Background: an optimization exercise with open tools, aiming at small area and a short achievable clock period. Do not read the settings as production practice.
Function was checked by simulation only, so behaviour that the tests miss may differ from the original.
Power is estimated from default activity; no workload was simulated.

==> flow/design.v (outline; a module is shown in full before it is edited, if it fits) <==
// module atis_classifier: 1209 lines
// module atis_fa: 9 lines
// module atis_ha: 8 lines
// module atis_sync: 126 lines
// module atis_decoder: 37 lines
module atis_decoder (
    input  wire        clk,
    input  wire        rst,
    input  wire        sample_valid,
    input  wire [15:0] sample,
    output wire        id_valid,
    output wire [34:0] id_pairs,
    output wire [3:0]  id_len,
    output wire [79:0] id_text,
    output wire        locked,
    output wire        fault_ovf
);
  // ...
==> flow/run.sh <==
#!/bin/bash
# synth_recipe.tcl (not shown) runs the flow's synth.tcl, then flattens the netlist and writes it again
# the make line also repeats each setting of config.mk as NAME=value (left out here)
make -C /OpenROAD-flow-scripts/flow DESIGN_CONFIG=/design/flow/config.mk WORK_HOME=/design/flow/orfs CLKGATE_MAP_FILE= SYNTH_SCRIPT=/design/flow/synth_recipe.tcl finish
==> flow/config.mk <==
export PLATFORM = sky130hd
export DESIGN_NAME = atis_decoder
export DESIGN_NICKNAME = atis_decoder
export VERILOG_FILES = /design/flow/design.v
export SDC_FILE = /design/flow/constraint.sdc
export NUM_CORES = 4
export LEC_CHECK = 0
export CAP_MARGIN = 20
export CORE_MARGIN = 2
export CORE_UTILIZATION = 65
export SLEW_MARGIN = 20
export SYNTH_HIERARCHICAL = 1
export SYNTH_MINIMUM_KEEP_SIZE = 0
==> flow/constraint.sdc <==
create_clock -name core_clock -period 12.0 [get_ports {clk}]
set_input_delay 2.4000 -clock core_clock [delete_from_list [all_inputs] [get_ports {clk}]]
set_output_delay 2.4000 -clock core_clock [all_outputs]
set_load 0.01 [all_outputs]
==> flow_metrics.py, run 1 <==
metrics = {
    "layout": {
        "largest_register": "u_sync.dig",
        "ff_latch_area_um2": 12800,
        "drive_gt1_share_pct": 5.47,
        "clk_share_pct": 4.72,
        "nClkBuffers": 85,
    },
    "cts": {
        "cts-hold-fix-buffers": 0,
        "clk_root_buffer_cell": "clkbuf_16",
        "cts_setup_buffers": 0,
    },
    "timing": {
        "hold_ws_ns": 0.446,
        "rsz0062_at_grt": "no",
    },
    "global_routing": {
        "antenna_found_initial": 1,
        "busiest_layer": "met2",
    },
    "power_and_ir_drop": {
        "pwr-share-clk_pct": 22.8,
        "pwr-share-seq_pct": 30.3,
    },
    "outcome": {
        "status": "complete, no violations",
    },
    "die": {
        "die_w_um": 266,
        "nWellTaps": 882,
    },
    "yosys": {
        "synth_area_um2": 44700,
        "ys_seq_elements": 555,
        "synth_xor_area_share_pct": 10.3,
    },
    "job": {
        "max-cap-violations": 0,
    },
    "critical_path": {
        "start_kind": "flip-flop",
        "crit_buf_inv": 0,
        "cp_common_cell": "fa_1",
        "path_max_fanout": 19,
    },
}
==> run 2: changes to the inputs <==
==> flow/flow/run.sh (new file) <==
#!/bin/bash
# Own layout flow: the standard flow (standard.sh, unchanged synthesis,
# floorplan, power grid, placement, CTS and routing), with plain buffers
# instead of delay buffers on the ports. The full make output goes to
# standard.log; ORFS keeps each step's log under orfs/logs.
set -euo pipefail
export BUFFER_PORTS_ARGS="-buffer_cell sky130_fd_sc_hd__buf_2"
bash standard.sh > standard.log 2>&1
==> flow/standard.sh (new file) <==
#!/bin/bash
# synth_recipe.tcl (not shown) runs the flow's synth.tcl, then flattens the netlist and writes it again
# the make line also repeats each setting of config.mk as NAME=value (left out here)
make -C /OpenROAD-flow-scripts/flow DESIGN_CONFIG=/design/flow/config.mk WORK_HOME=/design/flow/orfs CLKGATE_MAP_FILE= SYNTH_SCRIPT=/design/flow/synth_recipe.tcl "${@:-finish}"
removed: flow/run.sh
==> run 2 against run 1 <==
Against the previous run:
- still clean
- total power fell by 0.27%
- register-to-register slack got worse by 0.05 ns
- clock-buffer cell count grew 11
- global-route usage is 0.90 points lower
- sequential power about the same
- final cell count barely moved
- synthesized cell count stayed put
==> flow_metrics.py, run 2 <==
metrics = {
    "outcome": {
        "status": "complete, no violations",
    },
    "global_routing": {
        "gr-total-overflow": 0,
        "grt_max_degree": 109,
        "grt_pass1_wl_um": 185000,
        "antenna_found_initial": 0,
        "track_usage_pct": 33.6,
        "grt_pass1_vias": 33600,
    },
    "routing": {
        "firstDrtPassIters": 7,
        "drt_iter0_markers": 2924,
        "route.detailed.drc": 0,
        "vias": 31700,
        "wl_um": 117000,
        "wl_per_cell_um": 23.7,
        "drtAntennaViolNets": 0,
        "via_per_inst": 6.40,
    },
    "yosys": {
        "netlist_top_cells_count": "538 x fa_1, 455 x xnor2_1, 416 x a22oi_1",
        "synth-simple-area-share_pct": 9.80,
        "synthMostInstantiatedCell": "fa_1",
        "synth_xor_area_share_pct": 10.3,
        "muxShareOfSynthArea_pct": 0.695,
        "synth_top_area_share_pct": 24.1,
        "synth_top_family_by_area": "adder cells",
        "synthArstFlopShare_pct": 0,
        "seq_area_frac_synth_pct": 28.6,
        "ys_seq_elements": 555,
        "synth-adder-area-share_pct": 32.6,
        "synthFlopType": "dfxtp_1",
        "yosys_warnings": 9,
        "synth_area_um2": 44700,
        "syn_inst": 4133,
        "synth_edf_count": 168,
        "synth_area_per_cell_um2": 10.8,
        "synth.largest_area_cell": "fa_1",
        "synth_compound_area_share_pct": 13.3,
        "ys_types": 85,
        "synthTopCellsByArea": "fa_1 24%, dfxtp_1 17%, edfxtp_1 11%",
    },
    "critical_path": {
        "endpoint_kind": "flip-flop",
        "crit_type": "reg -> reg",
        "path_max_fanout": 19,
        "critPathRequiredTime_ns": 12.50,
        "critical_path_arrival_ns": 5.82,
        "r2r-end": "u_classifier.c_cs[15]",
        "r2r_slack_ns": 6.68,
        "start_kind": "flip-flop",
        "reg2reg_depth": 8,
        "r2r-start": "u_classifier.oh[1]",
    },
    "power_and_ir_drop": {
        "pwr-share-seq_pct": 30.4,
        "p_sw_share_pct": 38.2,
        "p_sw_uw": 3480,
        "p_comb_share_pct": 46.7,
        "ir_drop_uv": 128,
        "p_int_uw": 5630,
        "pwr-share-clk_pct": 23.0,
        "power.density_nw_per_um2": 191,
        "power_leakage_uw": 0.0199,
    },
    "timing": {
        "finalHoldViolCount": 0,
        "setup_violations": 0,
        "fin_skew_ns": 0.0290,
        "tightest_slew_ns": 1.15,
        "period_share_pct": 44.4,
        "slew_headroom_pct": 23.4,
        "drv_slew": 0,
        "min_period_ns": 5.32,
        "rsz0062_at_grt": "no",
        "tns_ns": 0,
        "fmax_mhz": 188,
    },
    "worst_hold_path": {
        "holdPathStages": 0,
        "min_to": "u_sync.ring[9]",
        "min_from": "u_classifier.bit_out",
        "hold_path.class": "reg -> reg",
    },
    "layout": {
        "n_antenna_cell": 0,
        "ff_latch_area_um2": 12800,
        "final_cell_mix": "538 x fa_1, 455 x xnor2_1, 416 x a22oi_1",
        "nFillCells": 5085,
        "multi_input_area_um2": 30000,
        "largest_registers": "u_sync.dig x40, u_sync.id_pairs x35",
        "largest_register": "u_sync.dig",
        "layout_commonest_cell": "fa_1",
        "synthToLayoutAreaGrowth_pct": 6.56,
        "drive_gt1_share_pct": 8.11,
        "layout.cells.non_filler": 4962,
        "nNetsFinal": 4886,
        "largest_register_ffs": 40,
    },
    "die": {
        "fp-row-count": 96,
        "initial_core_util_pct": 65.3,
        "die_y_um": 266,
        "fp.dieArea_um2": 70800,
        "pin_count": 141,
        "coreArea_um2": 68300,
        "die_w_um": 266,
    },
    "cts": {
        "cts-buffers-inserted": 67,
        "cts-hold-fix-buffers": 0,
        "cts_tree": "built",
        "clk_pin_slew_ns": 0.06,
        "clk_root_buffer_cell": "clkbuf_16",
        "h-tree-depth": 3,
        "clock_latency_ns": 0.63,
        "cts_setup_buffers": 0,
        "cts.sinks": 555,
        "clk_path_buf_depth": 3,
        "cts-resized-gates": 0,
    },
    "place": {
        "placedCellCount": 4837,
        "gp_congestion": 0.963,
        "portBuffers": 99,
        "dpl.hpwl_um": 84000,
    },
    "job": {
        "max-cap-violations": 0,
    },
}
-- run 2: cell counts after synthesis --
No cell type changed its count.
-- run 2: worst max-delay path by stage --
| stage | from | endpoint | slack, ns |
|---|---|---|---|
| final | u_classifier.oh[1] | u_classifier.c_cs[15] | 6.68 |
| after global routing | u_classifier.oh[1] | u_classifier.c_cs[15] | 6.53 |
| after detailed placement | u_classifier.oh[1] | u_classifier.c_cs[15] | 6.86 |
| after floorplan | u_sync.locked | u_sync.locked | 7.37 |
| after CTS | u_classifier.oh[1] | u_classifier.c_cs[17] | 6.86 |
| after global placement | u_classifier.oh[1] | u_classifier.c_cs[12] | 6.94 |
-- run 2: layout make-up --
class                      instances  share of cell area [%]
inverter                         132                    1.04
clock inverter                    27                   0.626
sequential                       555                    26.9
clock buffer                      96                    4.18
tap                              882                    2.32
timing repair buffer             151                    1.90
multi-input combinational       3119                    63.0
-- run 2: power by group through the flow --
stage	clock [µW]	combinational, µW	sequential [µW]
finish	2090	4250	2760
global route	2190	4830	2800
CTS	2130	4250	2760
detailed placement	0	4190	2790
global placement	0	3950	2780
floorplan	0	3170	2700
-- run 2: critical path, stage by stage (launching register included) --
cell	delay, ns
dfxtp_1	0.47
nor2_1	0.41
nand3_1	0.80
nand3b_1	1.07
a31oi_1	0.59
fa_1	0.51
fa_1	0.41
fa_1	0.53
fa_1	0.40
-- run 2: logic make-up after synthesis --
kind of cell / Yosys count
AO/OA/AOI/OAI: 849
XOR/XNOR: 523
adder cells (fa/ha/maj): 841
buffers and inverters: 497
flip-flops: 555
multiplexers: 30
other: 4
AND/OR/NAND/NOR: 834
-- run 2: per-module statistics from Yosys (local to each module, per instance) --
module,copies in the design,cells
atis_classifier,1,3186
atis_sync,1,306
atis_fa,534,1
atis_decoder,1,2
atis_ha,105,1
-- run 2: metrics by stage --
step	cell area (µm²)	total power [µW]	worst slack (ns)	hold WS [ns]	utilization, %
3_3_place_gp	45300	6730	6.94	0.424	66.2
6_report	47600	9110	6.68	0.436	69.6
4_1_cts	47500	9140	6.86	0.443	69.6
2_1_floorplan	44800	5870	7.37	0.400	-
3_5_place_dp	45300	6990	6.86	0.417	66.2
5_1_grt	47600	9830	6.53	0.451	69.6
-- run 2: per-layer routing --
layer  part of all wire (%)  global-route usage, %
met5                      0                      0
met4                    3.5                   12.5
met3                    8.6                   7.13
met2                     47                   53.8
met1                     41                   45.2

-- re-timing with driven ports --
Ports are ideal in the flow. The routed layouts listed here were re-timed in OpenROAD. Step 1, drivers: a clkbuf_16 drives clk and a buf_2 each remaining input, both assumed. Step 2 adds t to the input delays and takes it off the output delays; t is the mean of the earliest and latest rising clock arrival at the registers after step 1. Input paths then give back, and output paths get back, about the clock's delay inside the block. Three values: no drivers, after step 1, after step 2; two values: the first two.
run	t (ns)	slack for setup (ns)	worst setup path at the end	cell pins on the clock port's net
run 1	0.675	6.722 / 6.722 / 6.722	register to register	1
run 2	0.678	6.676 / 6.676 / 6.676	register to register	1
After both steps setup and hold are still met in every run listed.
